This design comes from an exercise in tuning for small area on the open sky130 flow, not from production work. At most, simulation tests tie the RTL to the original design; equivalence was not proved. Only the layout flow was run in runs 2 and 3; the RTL was not checked for function there. No activity file was given, so power comes from the tool's default toggle rates.

**flow/config.mk**
```make
export PLATFORM = sky130hd
export DESIGN_NAME = pms_codec
export DESIGN_NICKNAME = pms_codec
export VERILOG_FILES = /design/flow/design.v
export SDC_FILE = /design/flow/constraint.sdc
export NUM_CORES = 4
export LEC_CHECK = 0
export CAP_MARGIN = 20
export CORE_MARGIN = 2
export CORE_UTILIZATION = 40
export CTS_BUF_LIST = sky130_fd_sc_hd__clkbuf_8
export CTS_CLUSTER_DIAMETER = 60
export CTS_CLUSTER_SIZE = 20
export SLEW_MARGIN = 20
export SYNTH_HIERARCHICAL = 1
```
**flow/constraint.sdc**
```tcl
create_clock -name core_clock -period 12.0 [get_ports {clk}]
set_input_delay 2.4000 -clock core_clock [delete_from_list [all_inputs] [get_ports {clk}]]
set_output_delay 2.4000 -clock core_clock [all_outputs]
set_load 0.01 [all_outputs]
```
**flow/design.v**
```verilog
module pms_codec #(
    parameter STRICT_LEN = 0
) (
    input             clk,
    input             rst,         
    input             req_valid,
    input      [31:0] req,
    output reg        rsp_valid,
    output reg [15:0] rsp_data
);
    localparam [7:0] START1 = 8'h42;
    localparam [7:0] START2 = 8'h4D;
    wire [3:0] func = req[31:28];
    wire fire = req_valid && !rst;
    wire mid_zero  = (req[27:8] == 20'd0);
    wire is_push   = fire && (func == 4'h1) && mid_zero;
    wire is_clr    = fire && (func == 4'h2) && mid_zero && (req[7:0] == 8'd0);
    wire is_decode = fire && (func == 4'h3) && mid_zero && (req[7:0] == 8'd0);
    wire is_encode = fire && (func == 4'h4) && (req[27:24] == 4'd0);
    wire is_regrd  = fire && (func == 4'h5) && mid_zero;
    wire [7:0] byte_in = req[7:0];
    reg [5:0]  rx_cnt;
    reg        rx_ovf;
    reg        d_done;
    reg        d_ok;
    reg        good;           
    reg [12:0] acc;            
    reg [7:0]  stage [0:23];   
    reg [15:0] meas  [0:11];
    wire cnt_full = rx_cnt[5];               
    wire push_in  = is_push && !cnt_full;
    wire at0      = (rx_cnt[4:0] == 5'd0);
    wire at1      = (rx_cnt[4:0] == 5'd1);
    wire at30     = (rx_cnt[4:0] == 5'd30);
    wire at31     = (rx_cnt[4:0] == 5'd31);
    reg [7:0] exp_b;
    always @(*) begin
        exp_b = acc[7:0];
        if (at0)       exp_b = START1;
        else if (at1)  exp_b = START2;
        else if (at30) exp_b = {3'd0, acc[12:8]};
    end
    wire checked  = at0 || at1 || at30 || at31;
    wire match    = (byte_in == exp_b);
    wire good_nxt = (at0 || good) && (!checked || match);
    wire frame_ok = cnt_full && !rx_ovf && good;
    always @(posedge clk) begin
        if (rst) begin
            rx_cnt <= 6'd0;
            rx_ovf <= 1'b0;
            d_done <= 1'b0;
            d_ok   <= 1'b0;
        end else if (is_push) begin
            if (!cnt_full)
                rx_cnt <= rx_cnt + 6'd1;
            else
                rx_ovf <= 1'b1;
        end else if (is_clr) begin
            rx_cnt <= 6'd0;
            rx_ovf <= 1'b0;
        end else if (is_decode) begin
            d_done <= 1'b1;
            d_ok   <= frame_ok;
            rx_cnt <= 6'd0;
            rx_ovf <= 1'b0;
        end
    end
    always @(posedge clk) begin
        if (push_in)
            good <= good_nxt;
    end
    wire [12:0] acc_a = acc & {13{!at0}};
    wire [13:0] acc_c;
    wire [12:0] acc_nxt;
    assign acc_c[0] = 1'b0;
    genvar ga;
    generate
        for (ga = 0; ga < 13; ga = ga + 1) begin : g_acc
            if (ga == 0)
                pms_ha u_ha (.a(acc_a[ga]), .b(byte_in[ga]), .s(acc_nxt[ga]), .co(acc_c[ga + 1]));
            else if (ga < 8)
                pms_fa u_fa (.a(acc_a[ga]), .b(byte_in[ga]), .c(acc_c[ga]),
                             .s(acc_nxt[ga]), .co(acc_c[ga + 1]));
            else
                pms_ha u_ha (.a(acc_a[ga]), .b(acc_c[ga]), .s(acc_nxt[ga]), .co(acc_c[ga + 1]));
        end
    endgenerate
    always @(posedge clk) begin
        if (push_in && !at30 && !at31)
            acc <= acc_nxt;
    end
    wire shift_in = push_in && (rx_cnt[4:0] >= 5'd4) && (rx_cnt[4:0] <= 5'd27);
    integer i;
    always @(posedge clk) begin
        if (shift_in) begin
            for (i = 0; i < 23; i = i + 1)
                stage[i] <= stage[i + 1];
            stage[23] <= byte_in;
        end
    end
    integer k;
    always @(posedge clk) begin
        if (is_decode && frame_ok) begin
            for (k = 0; k < 12; k = k + 1)
                meas[k] <= {stage[2 * k], stage[2 * k + 1]};
        end
    end
    reg        tx_valid;
    reg [1:0]  tx_op;       
    reg [15:0] tx_data;
    wire [7:0] enc_op = req[23:16];
    wire op_ok = (enc_op == 8'hE1) || (enc_op == 8'hE2) || (enc_op == 8'hE4);
    always @(posedge clk) begin
        if (rst)
            tx_valid <= 1'b0;
        else if (is_encode)
            tx_valid <= op_ok;
    end
    always @(posedge clk) begin
        if (is_encode) begin
            tx_op   <= {enc_op[2], enc_op[2] | enc_op[1]};
            tx_data <= req[15:0];
        end
    end
    wire [7:0] tx_opb = {5'b11100, tx_op[1], tx_op[0] & ~tx_op[1], ~tx_op[0]};
    wire [8:0] cs_c;
    wire [7:0] cs_s;
    wire [9:0] tx_csum;
    assign cs_c[0] = tx_op[0];
    genvar gc;
    generate
        for (gc = 0; gc < 8; gc = gc + 1) begin : g_cs
            pms_fa u_fa (.a(tx_data[8 + gc]), .b(tx_data[gc]), .c(cs_c[gc]),
                         .s(cs_s[gc]), .co(cs_c[gc + 1]));
        end
    endgenerate
    wire cs_q2, cs_q3, cs_q4, cs_q8;
    wire cs_q5 = cs_s[4] | cs_q4;
    wire cs_q6 = cs_s[5] | cs_q5;
    wire cs_q7 = cs_s[6] | cs_q6;
    assign tx_csum[0] = cs_s[0];
    pms_ha    u_cs1 (.a(cs_s[1]), .b(tx_op[1]), .s(tx_csum[1]), .co(cs_q2));
    pms_ha    u_cs2 (.a(cs_s[2]), .b(cs_q2), .s(tx_csum[2]), .co(cs_q3));
    pms_ha    u_cs3 (.a(cs_s[3]), .b(cs_q3), .s(tx_csum[3]), .co(cs_q4));
    pms_xnor2 u_cs4 (.a(cs_s[4]), .b(cs_q4), .y(tx_csum[4]));
    pms_xnor2 u_cs5 (.a(cs_s[5]), .b(cs_q5), .y(tx_csum[5]));
    pms_xnor2 u_cs6 (.a(cs_s[6]), .b(cs_q6), .y(tx_csum[6]));
    pms_ha    u_cs7 (.a(cs_s[7]), .b(cs_q7), .s(tx_csum[7]), .co(cs_q8));
    pms_xnor2 u_cs8 (.a(cs_c[8]), .b(cs_q8), .y(tx_csum[8]));
    assign tx_csum[9] = cs_c[8] | cs_q8;
    reg [5:0] rd_num;
    always @(posedge clk) begin
        rd_num <= req[5:0];
        if (rst)
            rsp_valid <= 1'b0;
        else
            rsp_valid <= is_regrd;
    end
    wire [11:0] sm;                  
    wire [6:0]  st;                  
    wire [2:0]  ss;                  
    genvar gs;
    generate
        for (gs = 0; gs < 12; gs = gs + 1) begin : g_sm
            if (gs < 8)
                assign sm[gs] = rd_num[4] && !rd_num[3] && (rd_num[2:0] == gs);
            else
                assign sm[gs] = rd_num[4] && rd_num[3] && (rd_num[1:0] == gs - 8);
        end
        for (gs = 0; gs < 6; gs = gs + 1) begin : g_st
            assign st[gs] = !rd_num[4] && rd_num[5] && (rd_num[2:0] == gs);
        end
    endgenerate
    assign st[6] = !rd_num[4] && rd_num[5] && (rd_num[2:1] == 2'b11);
    assign ss[0] = !rd_num[4] && !rd_num[5] && (rd_num[1:0] == 2'd0);
    assign ss[1] = !rd_num[4] && !rd_num[5] && (rd_num[1:0] == 2'd1);
    assign ss[2] = !rd_num[4] && !rd_num[5] && rd_num[1];
    genvar gb, gk;
    generate
        for (gb = 0; gb < 8; gb = gb + 1) begin : g_hi
            wire [3:0] n;
            for (gk = 0; gk < 4; gk = gk + 1) begin : g_k
                pms_aoi222 u_aoi (
                    .a1(sm[3 * gk]),     .a2(meas[3 * gk][8 + gb]),
                    .b1(sm[3 * gk + 1]), .b2(meas[3 * gk + 1][8 + gb]),
                    .c1(sm[3 * gk + 2]), .c2(meas[3 * gk + 2][8 + gb]),
                    .y(n[gk]));
            end
            always @(*) rsp_data[8 + gb] = ~&n;
        end
    endgenerate
    wire [7:0] tx_cs_hi = {6'd0, tx_csum[9:8]};
    wire [7:0] stat0 = {6'd0, d_ok, d_done};
    wire [7:0] stat1 = {rx_ovf, 1'b0, rx_cnt};
    wire [7:0] const_lo = {st[2], st[0] | st[1] | st[2], st[2], 1'b0, st[1],
                           st[1] | st[2] & tx_opb[2], st[0] | st[2] & tx_opb[1],
                           st[1] | st[2] & tx_opb[0]};
    generate
        for (gb = 0; gb < 8; gb = gb + 1) begin : g_lo
            wire [5:0] n;
            for (gk = 0; gk < 4; gk = gk + 1) begin : g_k
                pms_aoi222 u_aoi (
                    .a1(sm[3 * gk]),     .a2(meas[3 * gk][gb]),
                    .b1(sm[3 * gk + 1]), .b2(meas[3 * gk + 1][gb]),
                    .c1(sm[3 * gk + 2]), .c2(meas[3 * gk + 2][gb]),
                    .y(n[gk]));
            end
            pms_aoi222 u_tx (
                .a1(st[3]), .a2(tx_data[8 + gb]),
                .b1(st[4]), .b2(tx_data[gb]),
                .c1(st[6]), .c2(tx_csum[gb]),
                .y(n[4]));
            assign n[5] = ~(st[5] & tx_cs_hi[gb] | ss[0] & stat0[gb] |
                            ss[1] & stat1[gb] | ss[2] & (gb == 0 ? tx_valid : 1'b0));
            always @(*) rsp_data[gb] = ~&n | const_lo[gb];
        end
    endgenerate
endmodule
module pms_aoi222 (
    input  a1, a2, b1, b2, c1, c2,
    output y
);
    assign y = ~(a1 & a2 | b1 & b2 | c1 & c2);
endmodule
module pms_fa (
    input  a, b, c,
    output s, co
);
    assign s  = a ^ b ^ c;
    assign co = a & b | c & (a ^ b);
endmodule
module pms_ha (
    input  a, b,
    output s, co
);
    assign s  = a ^ b;
    assign co = a & b;
endmodule
module pms_xnor2 (
    input  a, b,
    output y
);
    assign y = ~(a ^ b);
endmodule
```
**flow/flow/run.sh**
```bash
#!/bin/bash
# Standard layout, with two changes made through ORFS's own variables:
#  * the port buffers are sky130_fd_sc_hd__buf_1 (every port still gets one);
#  * clock tree synthesis runs without dummy loads.
# Each step's full output is in orfs/logs/; make's own output is in make.log.
set -euo pipefail
cts_args="-sink_clustering_enable -repair_clock_nets -dont_use_dummy_load"
cts_args="$cts_args -buf_list sky130_fd_sc_hd__clkbuf_8 -sink_clustering_size 20 -sink_clustering_max_diameter 60"
bash standard.sh \
    "BUFFER_PORTS_ARGS=-buffer_cell sky130_fd_sc_hd__buf_1" \
    "CTS_ARGS=$cts_args" \
    finish > make.log 2>&1
```
**flow/standard.sh**
```bash
#!/bin/bash
# synth_recipe.tcl (not shown) runs the flow's synth.tcl, then flattens the netlist and writes it again
# the make line also repeats each setting of config.mk as NAME=value (left out here)
make -C /OpenROAD-flow-scripts/flow DESIGN_CONFIG=/design/flow/config.mk WORK_HOME=/design/flow/orfs CLKGATE_MAP_FILE= SYNTH_SCRIPT=/design/flow/synth_recipe.tcl "${@:-finish}"
```
==> results.py, run 1 <==
metrics = {
    "drt": {
        "drc": 0,
        "vias": 7603,
        "dr.pass1.iters": 6,
        "ant_nets": 0,
        "wl_per_cell_um": 21.9,
        "viasPerCell": 5.51,
        "wl_mm": 30.2,
        "drt-initial-drc-count": 1048,
    },
    "worst_hold_path": {
        "min_path_cells": 0,
        "hold_path_end": "stage[14][0]",
        "hp-class": "flip-flop to flip-flop",
        "min_from": "stage[15][0]",
    },
    "logic_synthesis": {
        "yosysTopAreaCell": "edfxtp_1",
        "synthFlopType": "edfxtp_1",
        "async_reset_ff_frac": 0,
        "syn_area_mm2": 0.0155,
        "syn_area_per_cell_um2": 20.1,
        "yosysWarnings": 11,
        "netlist.area_leader.share": 0.807,
        "ys_seq_area_frac": 0.829,
        "yosysUniqueCellTypes": 57,
        "ys_ff_latch": 433,
        "synthTopCellsByArea": "edfxtp_1 (81%), a222oi_1 (4.7%), dfxtp_1 (2.2%), fa_1 (1.9%), ha_1 (1.2%)",
        "synth-edff-count": 416,
        "synthesis.nets": 836,
        "syn_inst": 771,
    },
    "final_layout": {
        "diodes": 0,
        "n_fill_cell": 3313,
        "syn_to_final_growth_pct": 9.14,
        "drive_above_1_share": 0.0825,
        "layout_common_cells": "edfxtp_1 (416), a222oi_1 (72), buf_1 (51), nor2_1 (35), clkbuf_8 (29)",
        "final_util": 0.439,
        "fin_nets": 928,
        "final_common_cell": "edfxtp_1",
    },
    "placed_design": {
        "hpwl_mm": 18.7,
        "portBuffers": 51,
        "pre_cts_ws_ps": 4730,
        "gp_congestion": 0.821,
    },
    "pwr": {
        "combPwrFrac": 0.023,
        "ir_drop_mv": 0.0762,
        "p_sw_uw": 448,
        "powerDensity_mw_per_mm2": 137,
        "p_int_mw": 1.86,
        "clkPwrFrac": 0.271,
        "p_leak_nw": 5.11,
        "power_frac_seq": 0.706,
        "sw_frac_of_total": 0.194,
    },
    "timing": {
        "setup_viol": 0,
        "fmax_mhz": 126,
        "slew_violations": 0,
        "hold_viol_final": 0,
        "fin_skew_ps": 46.2,
        "fin_crit_sh": 0.662,
        "layout_setup_ws_ps": 4060,
        "worst_pin_slew_ps": 1110,
        "fin_crit_ps": 7940,
        "hold_ws_ps": 414,
        "tns_ps": 0,
        "slew_headroom": 0.252,
        "grt_setup_unrepaired": "false",
    },
    "run": {
        "drv_cap": 0,
    },
    "setup_path": {
        "worstSetupStartpointType": "flip-flop",
        "r2r-start": "rx_cnt[0]",
        "rr_worst_depth": 17,
        "worstReg2RegEnd": "acc[12]",
        "crit_path_end_kind": "primary output",
        "crit_arrival_ps": 5540,
        "rrSetupSlack_ps": 6310,
        "critPathKind": "flip-flop to primary output",
        "required_ps": 9600,
        "cp_max_fo": 2,
    },
    "die": {
        "ios": 52,
        "die_area_mm2": 0.0403,
        "start_util": 0.402,
        "rows": 72,
        "die_x_um": 201,
        "core-area_mm2": 0.0385,
        "dieHeight_um": 201,
    },
    "global_route": {
        "grt_start_max_net_pins": 193,
        "grt_pass1_wl_mm": 45.0,
        "track_usage": 0.146,
        "grt_pass1_vias": 7442,
        "grt-ovfl-total": 0,
        "antenna_found_initial": 0,
    },
    "clocking": {
        "htree_num_levels": 1,
        "postCtsHoldBufs": 0,
        "clkTransAtPathRegs_ps": 100,
        "clk_latency_ps": 590,
        "cts_sinks": 433,
        "cts_buffer_depth": 3,
        "cts_tree": "yes",
        "cts_resized": 0,
        "cts_setup_buffers": 0,
        "cts_root_buf": "clkbuf_8",
        "cts-buffers-inserted": 29,
    },
    "run_status": {
        "status": "no timing/DRC/antenna violations",
    },
}
sequential cells by signal, summed over array words and instances, names as in the netlist:
| name | flops |
|---|---|
| meas | 192 |
| stage | 192 |
| tx_data | 16 |
| acc | 13 |
| rd_num | 6 |
| rx_cnt | 6 |
| tx_op | 2 |
| d_done | 1 |
| d_ok | 1 |
| good | 1 |
| rsp_valid | 1 |
| rx_ovf | 1 |
| tx_valid | 1 |
cell usage after synthesis (5+ instances only):
cell / number
edfxtp_1: 416
a222oi_1: 72
nor2_1: 36
nand2_1: 23
dfxtp_1: 17
nand4_1: 17
and2_1: 16
fa_1: 15
ha_1: 15
a21oi_1: 11
nor3_1: 11
nand3_1: 10
nand3b_1: 9
inv_1: 7
o21ai_0: 7
xnor2_1: 6
and3_1: 5
mux2i_1: 5
o211ai_1: 5
critical path, cell delays in order, from the launching register on:
cell	delay, ps
edfxtp_1	430
fa_1	450
fa_1	420
fa_1	400
fa_1	410
fa_1	390
fa_1	390
fa_1	400
fa_1	440
ha_1	240
o21ai_0	210
nor4bb_1	350
o21ai_0	250
buf_1	180
area by class of cell:
cell class,count,area [µm²],share of cell area
timing repair buffer,70,387,0.0229
multi-input combinational,322,2600,0.154
tap,518,648,0.0384
inverter,7,26.3,0.00156
sequential,433,12800,0.759
clock buffer,29,399,0.0236
stage by stage:
| step | area (µm²) | cells | total power [mW] |
|---|---|---|---|
| after detailed placement | 16400 | 1348 | 1.72 |
| after global routing | 16900 | 1379 | 2.39 |
| after CTS | 16800 | 1377 | 2.34 |
| final | 16900 | 1379 | 2.31 |
| after global placement | 16400 | 1348 | 1.72 |
| after floorplan | 15500 | 771 | 1.69 |
modules after synthesis, one instance, submodules excluded:
module	cells	flip-flops and latches	times used	area [µm²]
pms_codec	670	433	1	14300
pms_aoi222	1	0	72	10.0
pms_fa	1	0	15	20.0
pms_ha	1	0	10	12.5
pms_xnor2	1	0	4	8.76
kinds of logic after synthesis:
group	Yosys count	share of synthesized area
simple gates	161	0.0595
xor+xnor	6	0.00339
fa+ha+maj	30	0.0315
mux	5	0.00323
compound gates	120	0.0679
flops	433	0.829
buf+inv	16	0.00558
per-layer routing:
metal | GRT usage | up-vias | wire length (µm)
met1 | 0.211 | 3894 | 13500
met5 | 0 | - | 0
li1 | - | 3411 | -
met4 | 0.0315 | 0 | 532
met2 | 0.235 | 263 | 14100
met3 | 0.0255 | 35 | 2090
how the worst max path moves through the flow:
stage               start     endpoint  slack (ps)  depth (start not counted)
3_3_place_gp   tx_data[8]  rsp_data[1]        4770                         13
3_5_place_dp   tx_data[8]  rsp_data[1]        4730                         13
6_report       tx_data[8]  rsp_data[1]        4060                         13
2_1_floorplan     req[25]  stage[0][0]        3000                          4
4_1_cts        tx_data[8]  rsp_data[1]        4070                         13
5_1_grt        tx_data[8]  rsp_data[1]        3820                         13
power by group through the flow:
stage / Combinational, mW / Clock (mW) / Sequential (mW)
after floorplan: 0.0258 / 0 / 1.67
after global placement: 0.0550 / 0 / 1.67
after detailed placement: 0.0552 / 0 / 1.67
after CTS: 0.0554 / 0.653 / 1.63
after global routing: 0.0591 / 0.698 / 1.63
final: 0.0539 / 0.626 / 1.63
==> run 2, diff against run 1 <==
--- a/flow/design.v
+++ b/flow/design.v
@@ -33,16 +33,12 @@
     wire at1      = (rx_cnt[4:0] == 5'd1);
     wire at30     = (rx_cnt[4:0] == 5'd30);
     wire at31     = (rx_cnt[4:0] == 5'd31);
-    reg [7:0] exp_b;
-    always @(*) begin
-        exp_b = acc[7:0];
-        if (at0)       exp_b = START1;
-        else if (at1)  exp_b = START2;
-        else if (at30) exp_b = {3'd0, acc[12:8]};
-    end
-    wire checked  = at0 || at1 || at30 || at31;
-    wire match    = (byte_in == exp_b);
-    wire good_nxt = (at0 || good) && (!checked || match);
+    wire m_st1  = (byte_in == START1);
+    wire m_st2  = (byte_in == START2);
+    wire m_cshi = (byte_in == {3'd0, acc[12:8]});
+    wire m_cslo = (byte_in == acc[7:0]);
+    wire match  = at0 ? m_st1 : at1 ? m_st2 : at30 ? m_cshi : at31 ? m_cslo : 1'b1;
+    wire good_nxt = (at0 || good) && match;
     wire frame_ok = cnt_full && !rx_ovf && good;
     always @(posedge clk) begin
         if (rst) begin
@@ -70,6 +66,7 @@
             good <= good_nxt;
     end
     wire [12:0] acc_a = acc & {13{!at0}};
+    wire [7:0]  acc_b = byte_in & {8{push_in && !at30 && !at31}};
     wire [13:0] acc_c;
     wire [12:0] acc_nxt;
     assign acc_c[0] = 1'b0;
@@ -77,18 +74,16 @@
     generate
         for (ga = 0; ga < 13; ga = ga + 1) begin : g_acc
             if (ga == 0)
-                pms_ha u_ha (.a(acc_a[ga]), .b(byte_in[ga]), .s(acc_nxt[ga]), .co(acc_c[ga + 1]));
+                pms_ha u_ha (.a(acc_a[ga]), .b(acc_b[ga]), .s(acc_nxt[ga]), .co(acc_c[ga + 1]));
             else if (ga < 8)
-                pms_fa u_fa (.a(acc_a[ga]), .b(byte_in[ga]), .c(acc_c[ga]),
+                pms_fa u_fa (.a(acc_a[ga]), .b(acc_b[ga]), .c(acc_c[ga]),
                              .s(acc_nxt[ga]), .co(acc_c[ga + 1]));
             else
                 pms_ha u_ha (.a(acc_a[ga]), .b(acc_c[ga]), .s(acc_nxt[ga]), .co(acc_c[ga + 1]));
         end
     endgenerate
-    always @(posedge clk) begin
-        if (push_in && !at30 && !at31)
-            acc <= acc_nxt;
-    end
+    always @(posedge clk)
+        acc <= acc_nxt;
     wire shift_in = push_in && (rx_cnt[4:0] >= 5'd4) && (rx_cnt[4:0] <= 5'd27);
     integer i;
     always @(posedge clk) begin
==> flow/config.mk (replaced) <==
export PLATFORM = sky130hd
export DESIGN_NAME = pms_codec
export DESIGN_NICKNAME = pms_codec
export VERILOG_FILES = /design/flow/design.v
export SDC_FILE = /design/flow/constraint.sdc
export NUM_CORES = 4
export LEC_CHECK = 0
export CAP_MARGIN = 0
export CORE_MARGIN = 2
export CORE_UTILIZATION = 40
export SLEW_MARGIN = 0
export SYNTH_HIERARCHICAL = 1
==> results.py, run 2 <==
metrics = {
    "clocking": {
        "cts_tree": "yes",
        "cts-buffers-inserted": 31,
        "cts_resized": 0,
        "htree_num_levels": 1,
        "clk_latency_ps": 620,
        "cts_setup_buffers": 0,
        "cts_buffer_depth": 3,
        "cts_root_buf": "clkbuf_8",
        "postCtsHoldBufs": 0,
        "clkTransAtPathRegs_ps": 110,
        "cts_sinks": 433,
    },
    "timing": {
        "fin_skew_ps": 47.4,
        "grt_setup_unrepaired": "false",
        "tns_ps": 0,
        "hold_viol_final": 0,
        "slew_violations": 0,
        "hold_ws_ps": 411,
        "fin_crit_sh": 0.657,
        "slew_headroom": 0.191,
        "fmax_mhz": 127,
        "fin_crit_ps": 7890,
        "setup_viol": 0,
        "worst_pin_slew_ps": 1210,
    },
    "logic_synthesis": {
        "synthFlopType": "edfxtp_1",
        "synthTopCellsByArea": "edfxtp_1 (79%), a222oi_1 (4.7%), dfxtp_1 (3.9%), fa_1 (2.0%), ha_1 (1.2%)",
        "synth_common_cells": "edfxtp_1 (403), a222oi_1 (72), dfxtp_1 (30)",
        "yosysTopAreaCell": "edfxtp_1",
        "syn_inst": 757,
        "netlist.area_leader.share": 0.794,
        "synthesis.nets": 822,
        "yosysUniqueCellTypes": 44,
        "yosysWarnings": 11,
        "syn_area_mm2": 0.0152,
        "ys_ff_latch": 433,
        "post-synth-top-count-cell": "edfxtp_1",
        "ys_seq_area_frac": 0.833,
        "synth-edff-count": 403,
        "syn_area_per_cell_um2": 20.1,
        "async_reset_ff_frac": 0,
    },
    "final_layout": {
        "syn_to_final_growth_pct": 9.19,
        "regArea_mm2": 0.0127,
        "drive_above_1_share": 0.0731,
        "diodes": 0,
        "n_fill_cell": 3205,
        "fin_nets": 915,
        "layout_common_cells": "edfxtp_1 (403), a222oi_1 (72), buf_1 (51), clkbuf_8 (31), dfxtp_1 (30)",
        "multiInputGateArea_mm2": 0.00251,
        "top_regs": "meas (192), stage (192), tx_data (16)",
        "final_common_cell": "edfxtp_1",
    },
    "drt": {
        "vias": 7439,
        "wl_per_cell_um": 21.8,
        "ant_nets": 0,
        "drc": 0,
        "wl_mm": 29.6,
        "dr.pass1.iters": 5,
        "viasPerCell": 5.47,
        "drt-initial-drc-count": 963,
    },
    "setup_path": {
        "required_ps": 9600,
        "cp_max_fo": 2,
        "crit_arrival_ps": 5490,
        "critPathKind": "flip-flop to primary output",
        "crit_path_end_kind": "primary output",
        "worstSetupStartpointType": "flip-flop",
    },
    "die": {
        "core-area_mm2": 0.0376,
        "die_x_um": 199,
        "ios": 52,
        "dieHeight_um": 199,
        "rows": 71,
        "start_util": 0.406,
        "die_area_mm2": 0.0397,
    },
    "placed_design": {
        "hpwl_mm": 18.3,
        "portBuffers": 51,
        "gp_congestion": 0.849,
    },
    "global_route": {
        "grt_start_max_net_pins": 193,
        "grt-ovfl-total": 0,
        "grt_pass1_wl_mm": 44.6,
        "antenna_found_initial": 0,
        "grt_pass1_vias": 7403,
        "track_usage": 0.151,
    },
    "worst_hold_path": {
        "hp-class": "flip-flop to flip-flop",
    },
    "pwr": {
        "ir_drop_mv": 0.0789,
        "powerDensity_mw_per_mm2": 140,
        "p_leak_nw": 5.03,
    },
    "run": {
        "drv_cap": 0,
    },
    "run_status": {
        "status": "no timing/DRC/antenna violations",
    },
}
run 2: metrics by stage:
step / instances / worst slack (ps) / instance area, µm² / power [mW] / util
finish: 1359 / 4110 / 16600 / 2.33 / 0.443
global route: 1359 / 3860 / 16600 / 2.41 / 0.443
CTS: 1359 / 4030 / 16600 / 2.35 / 0.443
detailed placement: 1328 / 4270 / 16200 / 1.71 / 0.431
global placement: 1328 / 4390 / 16200 / 1.71 / 0.431
floorplan: 757 / 199 / 15200 / 1.69 / -
run 2: cell families (layout without fill, tap and decap cells):
kind of cell / count (synthesis) / count (layout) / share of synthesized area
XOR/XNOR: 18 / 18 / 0.0103
multiplexers: 3 / 3 / 0.00205
adder cells (fa/ha/maj): 30 / 30 / 0.0320
AO/OA/AOI/OAI: 101 / 101 / 0.0594
AND/OR/NAND/NOR: 155 / 155 / 0.0585
flip-flops: 433 / 433 / 0.833
buffers and inverters: 17 / 108 / 0.00427
run 2: critical path: stages, from the launching register on:
cell and delay (ps):
edfxtp_1 440, fa_1 460, fa_1 410, fa_1 400, fa_1 430, fa_1 430
fa_1 400, fa_1 410, fa_1 450, ha_1 300, a222oi_1 310, nand4_1 250
buf_1 190
run 2: routing by layer:
metal / part of all wire / wire length (µm) / vias to the layer above / track usage
li1: - / - / 3313 / -
met1: 0.44 / 13200 / 3814 / 0.221
met2: 0.46 / 13600 / 264 / 0.236
met3: 0.073 / 2150 / 48 / 0.0231
met4: 0.025 / 734 / 0 / 0.0439
met5: 0 / 0 / - / 0
run 2: area by class of cell:
class,count,area share
inverters,9,0.00203
well taps,511,0.0384
flip-flops and latches,433,0.763
repair buffers,68,0.0199
clock buffers,31,0.0256
multi-input cells,307,0.151
run 2: final timing paths:
kind                             startpoint          end  slack (ps)  depth (start not counted)
worst max-delay path             tx_data[8]  rsp_data[7]        4110                         12
worst min-delay path            stage[0][6]  meas[0][14]         410                          0
worst max register to register    rx_cnt[2]      acc[12]        6500                         16
worst min register to register  stage[0][6]  meas[0][14]         410                          0
run 2: report_power, final:
part           internal (mW)  leakage [nW]  switching [mW]
logic                 0.0182         0.940          0.0354
registers               1.62          3.87         0.00209
clock network          0.230         0.223           0.419
run 2: Yosys stat by module (local to each module, per instance):
module / area (µm²) / cells
pms_ha: 12.5 / 1
pms_codec: 14100 / 656
pms_xnor2: 8.76 / 1
pms_fa: 20.0 / 1
pms_aoi222: 10.0 / 1
==> run 3, diff against run 2 <==
--- a/flow/config.mk
+++ b/flow/config.mk
@@ -5,8 +5,8 @@
 export SDC_FILE = /design/flow/constraint.sdc
 export NUM_CORES = 4
 export LEC_CHECK = 0
-export CAP_MARGIN = 0
+export CAP_MARGIN = 20
 export CORE_MARGIN = 2
 export CORE_UTILIZATION = 40
-export SLEW_MARGIN = 0
+export SLEW_MARGIN = 20
 export SYNTH_HIERARCHICAL = 1
==> results.py, run 3 <==
metrics = {
    "run_status": {
        "status": "no timing/DRC/antenna violations",
    },
    "final_layout": {
        "layout_common_cells": "edfxtp_1 (403), a222oi_1 (72), buf_1 (51), clkbuf_8 (31), dfxtp_1 (30)",
        "fin_nets": 915,
        "fin_area_mm2": 0.0166,
        "drive_above_1_share": 0.0731,
        "top_regs": "meas (192), stage (192), tx_data (16)",
        "syn_to_final_growth_pct": 9.19,
        "diodes": 0,
        "final_common_cell": "edfxtp_1",
    },
    "logic_synthesis": {
        "syn_inst": 757,
        "yosysWarnings": 11,
        "yosysTopAreaCell": "edfxtp_1",
        "synthesis.nets": 822,
        "syn_area_per_cell_um2": 20.1,
        "post-synth-top-count-cell": "edfxtp_1",
        "syn_area_mm2": 0.0152,
        "ys_ff_latch": 433,
        "synth_common_cells": "edfxtp_1 (403), a222oi_1 (72), dfxtp_1 (30)",
        "synthTopCellsByArea": "edfxtp_1 (79%), a222oi_1 (4.7%), dfxtp_1 (3.9%), fa_1 (2.0%), ha_1 (1.2%)",
        "synthFlopType": "edfxtp_1",
        "netlist.area_leader.share": 0.794,
        "async_reset_ff_frac": 0,
        "yosysUniqueCellTypes": 44,
        "synth-edff-count": 403,
        "ys_seq_area_frac": 0.833,
    },
    "setup_path": {
        "crit_path_end_kind": "primary output",
        "r2r-start": "rx_cnt[2]",
        "critPathLaunch": "tx_data[8]",
        "worstSetupStartpointType": "flip-flop",
        "rr_worst_depth": 16,
        "crit_arrival_ps": 5490,
        "required_ps": 9600,
        "rrSetupSlack_ps": 6500,
        "critPathCapture": "rsp_data[7]",
        "cp_max_fo": 2,
        "critPathKind": "flip-flop to primary output",
        "worstReg2RegEnd": "acc[12]",
    },
    "drt": {
        "routed.top_layer": "met4",
        "route.met2.wl_mm": 13.6,
        "viasPerCell": 5.47,
        "met3WireLength_mm": 2.15,
        "drt-initial-drc-count": 963,
        "wirelength_met1_mm": 13.2,
        "dr.pass1.iters": 5,
        "wl_per_cell_um": 21.8,
        "drc": 0,
        "vias": 7439,
        "ant_nets": 0,
        "wl_mm": 29.6,
    },
    "global_route": {
        "antenna_found_initial": 0,
        "grt_pass1_wl_mm": 44.6,
        "grt-ovfl-total": 0,
        "grt_pass1_vias": 7403,
        "grt_start_max_net_pins": 193,
        "track_usage": 0.151,
    },
    "run": {
        "drv_cap": 0,
    },
    "clocking": {
        "cts_buffer_depth": 3,
        "cts_resized": 0,
        "cts_sinks": 433,
        "cts_root_buf": "clkbuf_8",
        "htree_num_levels": 1,
        "cts-buffers-inserted": 31,
        "cts_setup_buffers": 0,
        "clk_latency_ps": 620,
        "clkTransAtPathRegs_ps": 110,
        "postCtsHoldBufs": 0,
        "cts_tree": "yes",
    },
    "pwr": {
        "ir_drop_mv": 0.0789,
        "powerDensity_mw_per_mm2": 140,
        "p_leak_nw": 5.03,
        "finalPower_mw": 2.33,
    },
    "die": {
        "die_area_mm2": 0.0397,
        "start_util": 0.406,
        "core-area_mm2": 0.0376,
        "rows": 71,
        "die_x_um": 199,
        "ios": 52,
        "dieHeight_um": 199,
    },
    "worst_hold_path": {
        "hp-class": "flip-flop to flip-flop",
    },
    "placed_design": {
        "gp_congestion": 0.849,
        "place_area_mm2": 0.0162,
        "portBuffers": 51,
        "hpwl_mm": 18.3,
    },
    "timing": {
        "fmax_mhz": 127,
        "slew_headroom": 0.191,
        "grt_setup_unrepaired": "false",
        "fin_skew_ps": 47.4,
        "fin_crit_sh": 0.657,
        "fin_crit_ps": 7890,
        "hold_viol_final": 0,
        "worst_pin_slew_ps": 1210,
        "setup_viol": 0,
        "slew_violations": 0,
        "tns_ps": 0,
    },
}
-- run 3: cell counts after synthesis --
No cell type changed its count.
-- run 3: modules after synthesis, one instance, submodules excluded --
module	cell area (µm²)	flip-flops and latches	cells
pms_xnor2	8.76	0	1
pms_codec	14100	433	656
pms_aoi222	10.0	0	1
pms_ha	12.5	0	1
pms_fa	20.0	0	1
-- run 3: worst min-delay path by stage --
stage                  from  slack, ps           to  depth (start not counted)
2_1_floorplan   stage[0][2]        400  meas[0][10]                          0
3_3_place_gp    stage[0][5]        400  meas[0][13]                          0
3_5_place_dp    stage[0][6]        400  meas[0][14]                          0
4_1_cts        stage[23][0]        410  meas[11][0]                          0
5_1_grt         stage[0][6]        410  meas[0][14]                          0
6_report        stage[0][6]        410  meas[0][14]                          0
-- run 3: layout make-up --
class	count	area [µm²]
Multi-Input combinational cell	307	2510
Fill cell	3205	20900
Clock buffer	31	427
Timing Repair Buffer	68	332
Inverter	9	33.8
Tap cell	511	639
Sequential cell	433	12700
-- run 3: kinds of logic after synthesis --
kind of cell | count (synthesis) | synth area share
buffers and inverters | 17 | 0.00427
xor gates and xnor gates | 18 | 0.0103
AOI/OAI and AO/OA | 101 | 0.0594
and+or+nand+nor | 155 | 0.0585
DFF | 433 | 0.833
muxes | 3 | 0.00205
adders and majority gates | 30 | 0.0320
-- run 3: critical path, cell delays in order, from the launching register on --
cell	delay [ps]
edfxtp_1	440
fa_1	460
fa_1	410
fa_1	400
fa_1	430
fa_1	430
fa_1	400
fa_1	410
fa_1	450
ha_1	300
a222oi_1	310
nand4_1	250
buf_1	190
-- run 3: power breakdown --
part,total [mW],internal (mW),leakage [nW],switching (mW)
Clock,0.649,0.230,0.223,0.419
Combinational,0.0535,0.0182,0.940,0.0354
Sequential,1.63,1.62,3.87,0.00209
Total,2.33,1.87,5.03,0.456
-- run 3: per-layer routing --
metal  global-route usage  vias up
li1                     -     3313
met3               0.0231       48
met2                0.236      264
met5                    0        -
met4               0.0439        0
met1                0.221     3814
-- run 3: stage by stage --
step | hold slack, ps | instances | util | worst slack, ps
after floorplan | 400 | 757 | - | 199
after global placement | 403 | 1328 | 0.431 | 4390
after detailed placement | 405 | 1328 | 0.431 | 4270
after CTS | 413 | 1359 | 0.443 | 4030
after global routing | 413 | 1359 | 0.443 | 3860
final | 411 | 1359 | 0.443 | 4110
==> run 4, diff against run 3 <==
--- a/flow/design.v
+++ b/flow/design.v
@@ -42,25 +42,32 @@
     wire frame_ok = cnt_full && !rx_ovf && good;
     always @(posedge clk) begin
         if (rst) begin
-            rx_cnt <= 6'd0;
             rx_ovf <= 1'b0;
             d_done <= 1'b0;
             d_ok   <= 1'b0;
         end else if (is_push) begin
-            if (!cnt_full)
-                rx_cnt <= rx_cnt + 6'd1;
-            else
+            if (cnt_full)
                 rx_ovf <= 1'b1;
         end else if (is_clr) begin
-            rx_cnt <= 6'd0;
             rx_ovf <= 1'b0;
         end else if (is_decode) begin
             d_done <= 1'b1;
             d_ok   <= frame_ok;
-            rx_cnt <= 6'd0;
             rx_ovf <= 1'b0;
         end
     end
+    wire       cnt_clr = rst || is_clr || is_decode;
+    wire [5:0] cnt_t;
+    wire [4:0] cnt_s;
+    assign cnt_t[0] = push_in;
+    genvar gn;
+    generate
+        for (gn = 0; gn < 5; gn = gn + 1) begin : g_cnt
+            pms_ha u_ha (.a(rx_cnt[gn]), .b(cnt_t[gn]), .s(cnt_s[gn]), .co(cnt_t[gn + 1]));
+        end
+    endgenerate
+    always @(posedge clk)
+        rx_cnt <= {6{!cnt_clr}} & {rx_cnt[5] | cnt_t[5], cnt_s};
     always @(posedge clk) begin
         if (push_in)
             good <= good_nxt;
==> results.py, run 4 <==
metrics = {
    "run_status": {
        "status": "no timing/DRC/antenna violations",
    },
    "timing": {
        "fin_crit_ps": 7920,
        "hold_viol_final": 0,
        "setup_viol": 0,
        "tns_ps": 0,
        "fmax_mhz": 126,
        "slew_violations": 0,
        "grt_setup_unrepaired": "false",
        "slew_headroom": 0.307,
        "fin_crit_sh": 0.660,
        "worst_pin_slew_ps": 1040,
        "fin_skew_ps": 45.5,
    },
    "logic_synthesis": {
        "yosysTopAreaCell": "edfxtp_1",
        "async_reset_ff_frac": 0,
        "ys_ff_latch": 433,
        "synthFlopType": "edfxtp_1",
        "netlist.area_leader.share": 0.801,
        "ys_seq_area_frac": 0.840,
        "syn_inst": 725,
        "synthTopCellsByArea": "edfxtp_1 (80%), a222oi_1 (4.8%), dfxtp_1 (4.0%), fa_1 (2.0%), ha_1 (1.2%)",
        "syn_area_mm2": 0.0151,
        "synthesis.nets": 790,
        "synth-edff-count": 403,
        "yosysWarnings": 11,
        "post-synth-top-count-cell": "edfxtp_1",
        "syn_area_per_cell_um2": 20.8,
        "yosysUniqueCellTypes": 49,
        "synth_common_cells": "edfxtp_1 (403), a222oi_1 (72), dfxtp_1 (30)",
    },
    "die": {
        "die_area_mm2": 0.0394,
        "die_x_um": 198,
        "dieHeight_um": 198,
        "start_util": 0.404,
        "core-area_mm2": 0.0374,
        "ios": 52,
        "rows": 71,
    },
    "clocking": {
        "cts_setup_buffers": 0,
        "cts_sinks": 433,
        "cts_tree": "yes",
        "clkTransAtPathRegs_ps": 110,
        "cts-buffers-inserted": 30,
        "postCtsHoldBufs": 0,
        "cts_resized": 0,
        "cts_buffer_depth": 3,
        "clk_latency_ps": 600,
        "cts_root_buf": "clkbuf_8",
        "htree_num_levels": 1,
    },
    "worst_hold_path": {
        "hp-class": "flip-flop to flip-flop",
    },
    "drt": {
        "drt-initial-drc-count": 1032,
        "wl_mm": 28.5,
        "vias": 7160,
        "wl_per_cell_um": 21.4,
        "dr.pass1.iters": 7,
        "drc": 0,
        "viasPerCell": 5.38,
        "ant_nets": 0,
    },
    "global_route": {
        "grt_pass1_vias": 7081,
        "track_usage": 0.144,
        "grt_start_max_net_pins": 87,
        "grt_pass1_wl_mm": 42.6,
        "grt-ovfl-total": 0,
        "antenna_found_initial": 0,
    },
    "placed_design": {
        "portBuffers": 51,
        "hpwl_mm": 17.9,
        "dp.cells": 1300,
        "gp_congestion": 0.779,
    },
    "setup_path": {
        "crit_path_end_kind": "primary output",
        "worstSetupStartpointType": "flip-flop",
        "cp_max_fo": 2,
        "critPathKind": "flip-flop to primary output",
        "required_ps": 9600,
        "crit_arrival_ps": 5520,
    },
    "final_layout": {
        "final_common_cell": "edfxtp_1",
        "diodes": 0,
        "top_regs": "meas (192), stage (192), tx_data (16)",
        "stdcell_count": 1330,
        "n_fill_cell": 3175,
        "layout_common_cells": "edfxtp_1 (403), a222oi_1 (72), buf_1 (51), dfxtp_1 (30), clkbuf_8 (30)",
        "syn_to_final_growth_pct": 9.23,
        "fin_nets": 886,
        "drive_above_1_share": 0.0806,
    },
    "pwr": {
        "ir_drop_mv": 0.0872,
        "p_leak_nw": 5.05,
        "powerDensity_mw_per_mm2": 140,
    },
    "run": {
        "drv_cap": 0,
    },
}
## run 4: power breakdown
group / switching [mW] / internal [mW] / total [mW]
combinational: 0.0359 / 0.0177 / 0.0536
sequential: 0.00244 / 1.62 / 1.63
clock: 0.413 / 0.223 / 0.636
## run 4: worst paths after layout
check	startpoint	endpoint	slack [ps]	cells past startpoint
setup reg to reg	rx_cnt[3]	acc[12]	6270	17
hold / removal	stage[17][0]	stage[16][0]	410	0
hold reg to reg	stage[17][0]	stage[16][0]	410	0
setup / recovery	tx_data[8]	rsp_data[7]	4080	12
## run 4: critical path, stage by stage (launching register included)
cell and delay (ps):
edfxtp_1 440, fa_1 470, fa_1 420, fa_1 400, fa_1 390, fa_1 390, fa_1 400, fa_1 400
fa_1 460, ha_1 300, a222oi_1 360, nand4_1 290, buf_1 210
## run 4: per-layer routing
layer	global-route usage	vias to the layer above	wire (µm)
met5	0	-	0
met4	0.0334	0	505
met3	0.0200	35	1520
met2	0.229	227	13200
met1	0.211	3671	13200
li1	-	3227	-
## run 4: per-module statistics from Yosys, one instance, submodules excluded
module	area [µm²]	flops+latches
pms_fa	20.0	0
pms_xnor2	8.76	0
pms_aoi222	10.0	0
pms_codec	13900	433
pms_ha	12.5	0
## run 4: cells by family after synthesis
kind of cell,count (synthesis),synth area share
xor+xnor,18,0.0104
flops,433,0.840
fa+ha+maj,30,0.0323
buf+inv,8,0.00199
compound gates,96,0.0589
mux,2,0.00141
simple gates,138,0.0547
## run 4: cell type report
class,count,area (µm²),area share
Inverter,3,11.3,0.000682
Timing Repair Buffer,69,330,0.0200
Tap cell,511,639,0.0387
Sequential cell,433,12700,0.769
Clock buffer,30,413,0.0250
Multi-Input combinational cell,284,2410,0.146
## run 4: per-stage QoR
stage,power (mW),area (µm²),hold WS (ps),utilization,worst slack [ps]
6_report,2.32,16500,409,0.441,4080
5_1_grt,2.40,16500,412,0.441,3890
4_1_cts,2.34,16500,398,0.441,4060
3_5_place_dp,1.72,16100,408,0.430,4660
3_3_place_gp,1.72,16100,403,0.430,4720
2_1_floorplan,1.69,15100,400,-,534
==> run 5, diff against run 4 <==
--- a/flow/flow/run.sh
+++ b/flow/flow/run.sh
@@ -5,7 +5,7 @@
 # Each step's full output is in orfs/logs/; make's own output is in make.log.
 set -euo pipefail
 cts_args="-sink_clustering_enable -repair_clock_nets -dont_use_dummy_load"
-cts_args="$cts_args -buf_list sky130_fd_sc_hd__clkbuf_8 -sink_clustering_size 20 -sink_clustering_max_diameter 60"
+cts_args="$cts_args -buf_list sky130_fd_sc_hd__clkbuf_4 -sink_clustering_size 10 -sink_clustering_max_diameter 45"
 bash standard.sh \
     "BUFFER_PORTS_ARGS=-buffer_cell sky130_fd_sc_hd__buf_1" \
     "CTS_ARGS=$cts_args" \
--- a/flow/config.mk
+++ b/flow/config.mk
@@ -8,5 +8,6 @@
 export CAP_MARGIN = 20
 export CORE_MARGIN = 2
 export CORE_UTILIZATION = 40
+export PLACE_DENSITY = 0.85
 export SLEW_MARGIN = 20
 export SYNTH_HIERARCHICAL = 1
==> results.py, run 5 <==
metrics = {
    "run_status": {
        "status": "no timing/DRC/antenna violations",
    },
    "pwr": {
        "sw_frac_of_total": 0.201,
        "p_sw_uw": 460,
        "powerDensity_mw_per_mm2": 139,
        "clkPwrFrac": 0.267,
        "power_frac_seq": 0.709,
        "combPwrFrac": 0.023,
        "finalPower_mw": 2.29,
        "p_leak_nw": 5.06,
        "p_int_mw": 1.83,
        "ir_drop_mv": 0.0784,
    },
    "clocking": {
        "postCtsHoldBufs": 0,
        "cts_root_buf": "clkbuf_4",
        "cts_resized": 0,
        "cts_sinks": 433,
        "clk_latency_ps": 690,
        "cts_setup_buffers": 0,
        "htree_num_levels": 2,
        "cts_buffer_depth": 3,
        "cts_tree": "yes",
        "cts-buffers-inserted": 50,
        "clkTransAtPathRegs_ps": 100,
    },
    "timing": {
        "slew_violations": 0,
        "setup_viol": 0,
        "tns_ps": 0,
        "hold_ws_ps": 420,
        "slew_headroom": 0.353,
        "hold_viol_final": 0,
        "fmax_mhz": 125,
        "grt_setup_unrepaired": "false",
        "fin_crit_sh": 0.668,
        "worst_pin_slew_ps": 967,
        "fin_skew_ps": 36.9,
        "fin_crit_ps": 8020,
    },
    "setup_path": {
        "crit_path_end_kind": "primary output",
        "critPathLaunch": "tx_op[0]",
        "rrSetupSlack_ps": 6240,
        "cp_max_fo": 3,
        "rr_worst_depth": 17,
        "r2r-start": "rx_cnt[3]",
        "worstReg2RegEnd": "acc[12]",
        "critPathKind": "flip-flop to primary output",
        "crit_arrival_ps": 5620,
        "worstSetupStartpointType": "flip-flop",
        "required_ps": 9600,
        "critPathCapture": "rsp_data[7]",
    },
    "logic_synthesis": {
        "synth_mux_area_frac": 0.00141,
        "yosysUniqueCellTypes": 49,
        "synth_fa_ha_area_frac": 0.0323,
        "post-synth-top-count-cell": "edfxtp_1",
        "syn_area_per_cell_um2": 20.8,
        "synth_compound_area_frac": 0.0589,
        "synth_xor_area_frac": 0.0104,
        "syn_inst": 725,
        "ys_seq_area_frac": 0.840,
        "synth_top_family_by_area": "compound AO/OA/AOI/OAI gates",
        "netlist.area_leader.share": 0.801,
        "synth-simple-area-share": 0.0547,
        "synth-edff-count": 403,
        "yosysTopAreaCell": "edfxtp_1",
        "async_reset_ff_frac": 0,
        "yosysWarnings": 11,
        "ys_ff_latch": 433,
        "synthTopCellsByArea": "edfxtp_1 (80%), a222oi_1 (4.8%), dfxtp_1 (4.0%), fa_1 (2.0%), ha_1 (1.2%)",
        "synth_common_cells": "edfxtp_1 (403), a222oi_1 (72), dfxtp_1 (30)",
        "syn_area_mm2": 0.0151,
        "synthFlopType": "edfxtp_1",
        "synthesis.nets": 790,
    },
    "die": {
        "die_x_um": 198,
        "start_util": 0.404,
        "core-area_mm2": 0.0374,
        "dieHeight_um": 198,
        "ios": 52,
        "die_area_mm2": 0.0394,
        "rows": 71,
    },
    "final_layout": {
        "syn_to_final_growth_pct": 8.96,
        "multiInputGateArea_mm2": 0.00242,
        "drive_above_1_share": 0.102,
        "fin_nets": 904,
        "final_common_cell": "edfxtp_1",
        "n_fill_cell": 3123,
        "top_regs": "meas (192), stage (192), tx_data (16)",
        "layout_common_cells": "edfxtp_1 (403), a222oi_1 (72), buf_1 (51), clkbuf_4 (50), dfxtp_1 (30)",
        "regArea_mm2": 0.0127,
    },
    "drt": {
        "vias": 7473,
        "dr.pass1.iters": 6,
        "drt-initial-drc-count": 987,
        "wl_mm": 27.8,
        "drc": 0,
        "wl_per_cell_um": 20.6,
        "ant_nets": 0,
        "viasPerCell": 5.54,
    },
    "global_route": {
        "grt_pass1_vias": 7599,
        "grt-ovfl-total": 0,
        "grt_start_max_net_pins": 88,
        "antenna_found_initial": 1,
        "grt_pass1_wl_mm": 42.4,
        "track_usage": 0.142,
    },
    "placed_design": {
        "hpwl_mm": 17.8,
        "portBuffers": 51,
        "gp_congestion": 0.841,
    },
    "worst_hold_path": {
        "hp-class": "flip-flop to flip-flop",
        "min_path_cells": 0,
        "min_from": "stage[0][4]",
    },
    "run": {
        "drv_cap": 0,
    },
}
==> run 5: worst max-delay path, cell delays in order (launching register included) <==
cell and delay, ps:
edfxtp_1 480, fa_1 410, fa_1 400, fa_1 400
fa_1 410, fa_1 400, fa_1 390, fa_1 400
fa_1 450, ha_1 300, a222oi_1 370, nand4_1 310
buf_1 210
==> run 5: final cells by class <==
cell class / count / area share
flip-flops and latches: 433 / 0.771
multi-input cells: 284 / 0.147
well taps: 511 / 0.0388
clock buffers: 50 / 0.0228
repair buffers: 67 / 0.0191
inverters: 3 / 0.000684
diodes: 1 / 0.000152
==> run 5: power by group through the flow <==
stage / sequential, mW / combinational, mW / clock, mW
floorplan: 1.66 / 0.0257 / 0
global placement: 1.66 / 0.0524 / 0
detailed placement: 1.66 / 0.0539 / 0
CTS: 1.63 / 0.0540 / 0.631
global route: 1.63 / 0.0576 / 0.688
finish: 1.63 / 0.0535 / 0.613
==> run 5: worst min-delay path by stage <==
stage / endpoint / slack [ps]
after floorplan: meas[0][10] / 400
after global placement: meas[0][9] / 400
after detailed placement: meas[0][9] / 400
after CTS: meas[0][12] / 430
after global routing: meas[0][12] / 430
final: meas[0][12] / 420
==> run 5: metrics by stage <==
step | instance area [µm²] | worst slack (ps) | util | std cells
after floorplan | 15100 | 534 | - | 725
after detailed placement | 16100 | 4590 | 0.430 | 1298
after global placement | 16100 | 4730 | 0.430 | 1298
after global routing | 16500 | 3800 | 0.440 | 1349
after CTS | 16500 | 3970 | 0.440 | 1348
final | 16500 | 3980 | 0.440 | 1349
==> run 5: cells by family after synthesis <==
| kind of cell | Yosys count |
|---|---|
| mux | 2 |
| simple gates | 138 |
| xor+xnor | 18 |
| fa+ha+maj | 30 |
| flops | 433 |
| buf+inv | 8 |
| compound gates | 96 |
==> run 5: per-module statistics from Yosys, one instance, submodules excluded <==
module | flip-flops and latches | area (µm²) | times used | cells
pms_xnor2 | 0 | 8.76 | 4 | 1
pms_aoi222 | 0 | 10.0 | 72 | 1
pms_codec | 433 | 13900 | 1 | 619
pms_ha | 0 | 12.5 | 15 | 1
pms_fa | 0 | 20.0 | 15 | 1
==> run 5: per-layer routing <==
layer	GRT usage	share of wire	up-vias
met1	0.198	0.42	3743
met4	0.0518	0.025	0
met5	0	0	-
li1	-	-	3294
met2	0.226	0.48	384
met3	0.0239	0.080	52
==> run 6, diff against run 5 <==
--- a/flow/flow/run.sh
+++ b/flow/flow/run.sh
@@ -9,4 +9,5 @@
 bash standard.sh \
     "BUFFER_PORTS_ARGS=-buffer_cell sky130_fd_sc_hd__buf_1" \
     "CTS_ARGS=$cts_args" \
+    "RECOVER_POWER=100" \
     finish > make.log 2>&1
--- a/flow/config.mk
+++ b/flow/config.mk
@@ -8,6 +8,5 @@
 export CAP_MARGIN = 20
 export CORE_MARGIN = 2
 export CORE_UTILIZATION = 40
-export PLACE_DENSITY = 0.85
 export SLEW_MARGIN = 20
 export SYNTH_HIERARCHICAL = 1
==> results.py, run 6 <==
metrics = {
    "logic_synthesis": {
        "synth_fa_ha_area_frac": 0.0323,
        "synthFlopType": "edfxtp_1",
        "synthesis.nets": 790,
        "synth_top_family_by_area": "compound AO/OA/AOI/OAI gates",
        "netlist.area_leader.share": 0.801,
        "ys_seq_area_frac": 0.840,
        "synth-simple-area-share": 0.0547,
        "synth_common_cells": "edfxtp_1 (403), a222oi_1 (72), dfxtp_1 (30)",
        "yosysTopAreaCell": "edfxtp_1",
        "yosysWarnings": 11,
        "async_reset_ff_frac": 0,
        "ys_ff_latch": 433,
        "synth_mux_area_frac": 0.00141,
        "post-synth-top-count-cell": "edfxtp_1",
        "syn_area_per_cell_um2": 20.8,
        "yosysUniqueCellTypes": 49,
        "syn_area_mm2": 0.0151,
        "syn_inst": 725,
        "synth_compound_area_frac": 0.0589,
        "synth_xor_area_frac": 0.0104,
        "synth-edff-count": 403,
        "synthTopCellsByArea": "edfxtp_1 (80%), a222oi_1 (4.8%), dfxtp_1 (4.0%), fa_1 (2.0%), ha_1 (1.2%)",
    },
    "die": {
        "die_area_mm2": 0.0394,
        "die_x_um": 198,
        "core-area_mm2": 0.0374,
        "rows": 71,
        "start_util": 0.404,
        "dieHeight_um": 198,
        "ios": 52,
    },
    "setup_path": {
        "cp_slowest_cell": "clkbuf_1",
        "worstSetupStartpointType": "input port",
        "required_ps": 12130,
        "timing.critical_path.buf_inv": 2,
        "cp_slowest_stage_delay_ps": 3360,
        "path_cells": "buf_1, nor4_1, nand3_1, or2_2, nor3_1, and3_1, clkbuf_1",
        "critPathKind": "input port to flip-flop",
        "crit_path_end_kind": "flip-flop",
        "cp_max_fo": 86,
        "path_delay_family": "buffers and inverters",
        "crit_arrival_ps": 9020,
    },
    "clocking": {
        "cts-buffers-inserted": 51,
        "cts_sinks": 433,
        "cts_root_buf": "clkbuf_4",
        "clk_latency_ps": 700,
        "cts_tree": "yes",
        "cts_resized": 0,
        "clkTransAtPathRegs_ps": 100,
        "htree_num_levels": 2,
        "postCtsHoldBufs": 0,
        "cts_buffer_depth": 3,
        "cts_setup_buffers": 0,
    },
    "global_route": {
        "antenna_found_initial": 1,
        "grt_pass1_vias": 7258,
        "grt_pass1_wl_mm": 43.3,
        "grt_start_max_net_pins": 87,
        "track_usage": 0.147,
        "grt-ovfl-total": 0,
    },
    "drt": {
        "dr.pass1.iters": 7,
        "drt-initial-drc-count": 963,
        "vias": 7269,
        "viasPerCell": 5.38,
        "wl_per_cell_um": 21.3,
        "ant_nets": 0,
        "wl_mm": 28.9,
        "drc": 0,
    },
    "placed_design": {
        "place_area_mm2": 0.0161,
        "hpwl_mm": 17.9,
        "gp_congestion": 0.779,
        "portBuffers": 51,
    },
    "final_layout": {
        "fin_area_mm2": 0.0164,
        "final_common_cell": "edfxtp_1",
        "top_regs": "meas (192), stage (192), tx_data (16)",
        "layout_common_cells": "edfxtp_1 (403), a222oi_1 (72), clkbuf_4 (51), buf_1 (41), dfxtp_1 (30)",
        "drive_above_1_share": 0.0893,
        "n_fill_cell": 3229,
        "syn_to_final_growth_pct": 8.59,
        "fin_nets": 907,
    },
    "timing": {
        "tns_ps": 0,
        "slew_violations": 393,
        "fin_crit_ps": 8890,
        "hold_viol_final": 0,
        "worst_pin_slew_ps": 4670,
        "fin_crit_sh": 0.741,
        "grt_setup_unrepaired": "false",
        "setup_viol": 0,
        "fmax_mhz": 112,
        "fin_skew_ps": 85.5,
        "slew_headroom": -2.12,
    },
    "pwr": {
        "combPwrFrac": 0.023,
        "p_int_mw": 1.84,
        "p_leak_nw": 5.04,
        "p_sw_uw": 465,
        "ir_drop_mv": 0.0532,
        "clkPwrFrac": 0.270,
        "powerDensity_mw_per_mm2": 140,
        "sw_frac_of_total": 0.202,
        "power_frac_seq": 0.707,
    },
    "run_status": {
        "so_faults": "max-capacitance violations, max-slew violations",
        "status": "failed layout checks",
    },
    "worst_hold_path": {
        "hp-class": "flip-flop to flip-flop",
    },
    "run": {
        "drv_cap": 6,
    },
}
run 6: cell count changes in the layout (fill, tap and decap cells not counted), moves of 2 or more:
cell	delta
and2_0	+2
and2_1	-2
buf_1	-10
clkbuf_1	+17
buf_4	-4
run 6: power by group through the flow:
stage	clock network [mW]	logic, mW	registers (mW)
floorplan	0	0.0257	1.66
global placement	0	0.0540	1.66
detailed placement	0	0.0543	1.66
CTS	0.651	0.0545	1.63
global route	0.710	0.0576	1.63
finish	0.622	0.0534	1.63
run 6: worst paths after layout:
kind	from	endpoint	slack [ps]	cells past startpoint
min	stage[22][4]	stage[21][4]	370	0
max reg2reg	rx_cnt[5]	stage[6][2]	5350	3
max	req[11]	stage[6][2]	3110	7
min reg2reg	stage[22][4]	stage[21][4]	370	0
run 6: cell families (layout without fill, tap and decap cells):
| family | Yosys count | count (layout) |
|---|---|---|
| fa+ha+maj | 30 | 30 |
| flops | 433 | 433 |
| buf+inv | 8 | 123 |
| other cells | 0 | 1 |
| compound gates | 96 | 96 |
| mux | 2 | 2 |
| simple gates | 138 | 138 |
| xor+xnor | 18 | 18 |
run 6: per-stage QoR:
stage / cells / worst slack (ps) / hold WS [ps] / util / total power [mW]
after global placement: 1300 / 4720 / 403 / 0.430 / 1.72
final: 1352 / 3110 / 374 / 0.439 / 2.30
after CTS: 1351 / 3970 / 373 / 0.441 / 2.33
after floorplan: 725 / 534 / 400 / - / 1.69
after global routing: 1352 / 2340 / 399 / 0.439 / 2.39
after detailed placement: 1300 / 4660 / 408 / 0.430 / 1.72
run 6: area by class of cell:
| class | instances | area [µm²] | area share |
|---|---|---|---|
| Tap cell | 511 | 639 | 0.0390 |
| Multi-Input combinational cell | 284 | 2380 | 0.145 |
| Clock buffer | 51 | 383 | 0.0233 |
| Antenna cell | 1 | 2.50 | 0.000152 |
| Inverter | 3 | 11.3 | 0.000686 |
| Timing Repair Buffer | 69 | 300 | 0.0183 |
| Sequential cell | 433 | 12700 | 0.774 |
run 6: routing by layer:
layer	wire, µm	track usage
met3	1720	0.0264
met5	0	0
met1	13300	0.212
met4	553	0.0415
met2	13300	0.230
run 6: worst reg2reg max path, cell delays in order, from the launching register on:
cell and delay, ps:
dfxtp_1 390, nor3_1 490, and3_1 1810, clkbuf_1 3380
run 6: modules after synthesis (local to each module, per instance):
module	flip-flops and latches	cells	copies in the design	cell area, µm²
pms_fa	0	1	15	20.0
pms_aoi222	0	1	72	10.0
pms_ha	0	1	15	12.5
pms_codec	433	619	1	13900
pms_xnor2	0	1	4	8.76
==> run 7, diff against run 6 <==
--- a/flow/flow/run.sh
+++ b/flow/flow/run.sh
@@ -9,5 +9,4 @@
 bash standard.sh \
     "BUFFER_PORTS_ARGS=-buffer_cell sky130_fd_sc_hd__buf_1" \
     "CTS_ARGS=$cts_args" \
-    "RECOVER_POWER=100" \
     finish > make.log 2>&1
==> results.py, run 7 <==
metrics = {
    "global_route": {
        "antenna_found_initial": 1,
        "grt_pass1_wl_mm": 43.3,
        "use_met3": 0.0264,
        "grt_start_max_net_pins": 87,
        "busiest_layer": "met2",
        "grt-ovfl-total": 0,
        "grt_use_met1": 0.212,
        "grt_pass1_vias": 7258,
        "track_usage": 0.147,
        "met2_usage": 0.230,
    },
    "final_layout": {
        "top_regs": "meas (192), stage (192), tx_data (16)",
        "drive_above_1_share": 0.104,
        "final_util": 0.441,
        "n_fill_cell": 3211,
        "layout_common_cells": "edfxtp_1 (403), a222oi_1 (72), clkbuf_4 (51), buf_1 (51), dfxtp_1 (30)",
        "stdcell_count": 1352,
        "syn_to_final_growth_pct": 9.05,
        "fin_nets": 907,
        "final_common_cell": "edfxtp_1",
    },
    "clocking": {
        "htree_num_levels": 2,
        "cts_setup_buffers": 0,
        "cts_buffer_depth": 3,
        "clkTransAtPathRegs_ps": 100,
        "postCtsHoldBufs": 0,
        "cts-buffers-inserted": 51,
        "cts_sinks": 433,
        "cts_resized": 0,
        "clk_latency_ps": 700,
        "cts_tree": "yes",
        "cts_root_buf": "clkbuf_4",
    },
    "setup_path": {
        "required_ps": 9600,
        "cp_max_fo": 2,
        "critPathKind": "flip-flop to primary output",
        "rrSetupSlack_ps": 6250,
        "worstReg2RegEnd": "acc[12]",
        "crit_path_end_kind": "primary output",
        "worstSetupStartpointType": "flip-flop",
        "r2r-start": "rx_cnt[3]",
        "crit_arrival_ps": 5600,
        "rr_worst_depth": 17,
    },
    "pwr": {
        "p_leak_nw": 5.07,
        "combPwrFrac": 0.023,
        "finalPower_mw": 2.30,
        "power_frac_seq": 0.707,
        "powerDensity_mw_per_mm2": 140,
        "clkPwrFrac": 0.269,
        "p_sw_uw": 462,
        "sw_frac_of_total": 0.201,
        "p_int_mw": 1.84,
        "ir_drop_mv": 0.0531,
    },
    "drt": {
        "drt-initial-drc-count": 992,
        "vias": 7246,
        "dr.pass1.iters": 6,
        "ant_nets": 0,
        "wl_mm": 28.8,
        "wl_per_cell_um": 21.3,
        "drc": 0,
        "viasPerCell": 5.36,
    },
    "timing": {
        "setup_viol": 0,
        "grt_setup_unrepaired": "false",
        "fin_crit_ps": 8000,
        "tns_ps": 0,
        "layout_setup_ws_ps": 4000,
        "fin_crit_sh": 0.666,
        "fmax_mhz": 125,
        "fin_skew_ps": 92.9,
        "slew_violations": 0,
        "slew_headroom": 0.317,
        "worst_pin_slew_ps": 1020,
        "hold_viol_final": 0,
    },
    "logic_synthesis": {
        "synth-edff-count": 403,
        "synth_common_cells": "edfxtp_1 (403), a222oi_1 (72), dfxtp_1 (30)",
        "syn_inst": 725,
        "yosysWarnings": 11,
        "ys_ff_latch": 433,
        "post-synth-top-count-cell": "edfxtp_1",
        "async_reset_ff_frac": 0,
        "synthesis.nets": 790,
        "yosysTopAreaCell": "edfxtp_1",
        "synthFlopType": "edfxtp_1",
        "synthTopCellsByArea": "edfxtp_1 (80%), a222oi_1 (4.8%), dfxtp_1 (4.0%), fa_1 (2.0%), ha_1 (1.2%)",
        "yosysUniqueCellTypes": 49,
        "netlist.area_leader.share": 0.801,
        "syn_area_per_cell_um2": 20.8,
        "ys_seq_area_frac": 0.840,
        "syn_area_mm2": 0.0151,
    },
    "die": {
        "die_area_mm2": 0.0394,
        "start_util": 0.404,
        "rows": 71,
        "core-area_mm2": 0.0374,
        "dieHeight_um": 198,
        "die_x_um": 198,
        "ios": 52,
    },
    "worst_hold_path": {
        "hp-class": "flip-flop to flip-flop",
        "hold_path_end": "stage[21][4]",
        "min_from": "stage[22][4]",
        "min_path_cells": 0,
    },
    "placed_design": {
        "hpwl_mm": 17.9,
        "portBuffers": 51,
        "gp_congestion": 0.779,
        "pre_cts_ws_ps": 4660,
        "dp.cells": 1300,
    },
    "run": {
        "drv_cap": 0,
    },
    "run_status": {
        "status": "no timing/DRC/antenna violations",
    },
}
-- run 7: logic make-up (layout without fill, tap and decap cells) --
kind of cell / after synthesis / in the layout / synth area share
simple gates: 138 / 138 / 0.0547
flops: 433 / 433 / 0.840
fa+ha+maj: 30 / 30 / 0.0323
mux: 2 / 2 / 0.00141
buf+inv: 8 / 123 / 0.00199
xor+xnor: 18 / 18 / 0.0104
other cells: 0 / 1 / 0
compound gates: 96 / 96 / 0.0589
-- run 7: per-module statistics from Yosys, one instance, submodules excluded --
| module | copies in the design | cell area [µm²] |
|---|---|---|
| pms_fa | 15 | 20.0 |
| pms_aoi222 | 72 | 10.0 |
| pms_ha | 15 | 12.5 |
| pms_xnor2 | 4 | 8.76 |
| pms_codec | 1 | 13900 |
-- run 7: cell type report --
class / instances / area, µm² / share of cell area
clock buffer: 51 / 383 / 0.0232
antenna: 1 / 2.50 / 0.000152
timing repair buffer: 69 / 330 / 0.0200
sequential: 433 / 12700 / 0.771
multi-input combinational: 284 / 2410 / 0.147
tap: 511 / 639 / 0.0388
inverter: 3 / 11.3 / 0.000683
-- run 7: metrics by stage --
step	instance area (µm²)	hold WS [ps]
2_1_floorplan	15100	400
3_3_place_gp	16100	403
6_report	16500	373
5_1_grt	16500	399
4_1_cts	16500	373
3_5_place_dp	16100	408
-- run 7: per-layer routing --
layer,wire (µm),up-vias
li1,-,3287
met1,13200,3670
met2,13400,249
met3,1620,40
met4,541,0
met5,0,-
-- run 7: critical path, stage by stage, from the launching register on --
cell and delay [ps]:
edfxtp_1 440, fa_1 470, fa_1 420, fa_1 400, fa_1 390, fa_1 390
fa_1 400, fa_1 400, fa_1 460, ha_1 300, a222oi_1 370, nand4_1 290
buf_1 210
-- run 7: power groups by stage --
stage / Sequential, mW / Combinational (mW) / Clock [mW]
CTS: 1.63 / 0.0545 / 0.651
global route: 1.63 / 0.0578 / 0.710
floorplan: 1.66 / 0.0257 / 0
finish: 1.63 / 0.0535 / 0.619
detailed placement: 1.66 / 0.0543 / 0
global placement: 1.66 / 0.0540 / 0
-- run 7: worst max-delay path by stage --
stage	startpoint	end	slack [ps]	cells after the start
floorplan	req[25]	meas[0][0]	530	5
global placement	req[14]	acc[12]	4720	19
detailed placement	rst	acc[12]	4660	18
CTS	tx_data[8]	rsp_data[7]	3970	12
global route	tx_data[8]	rsp_data[7]	3810	12
finish	tx_data[8]	rsp_data[7]	4000	12

[separate check: timing with driven ports]
The flow's constraints put no driver on any port. The routed layouts listed below were extracted and timed again, unchanged, in two steps.
Step 1, drivers: a clkbuf_16 drives clk and a buf_2 each remaining input, both assumed.
Step 2, shift: input delay + t, output delay - t, t = (earliest + latest rising clock arrival at the registers) / 2. This alone moves slack from input paths to output paths.
Three values: ideal ports, drivers, drivers and shift; two values: the first two.
run	t (ns)	setup slack, ns	worst data-port slew with drivers (ns)	cell pins on the clock port's net
run 1	0.617	4.057 / 4.010 / 4.628	0.04	1
run 2	0.636	4.110 / 4.066 / 4.293	0.04	1
run 3	0.636	4.110 / 4.066 / 4.293	0.04	1
run 4	0.625	4.079 / 4.034 / 4.652	0.03	1
run 5	0.716	3.982 / 3.940 / 4.577	0.03	1
run 6	0.700	3.108 / 3.131 / 2.431	0.04	1
run 7	0.699	4.003 / 3.960 / 4.608	0.03	1
The setup slack of run 6, which loses most, moves by +0.023 ns with the drivers and by -0.677 ns with both steps.
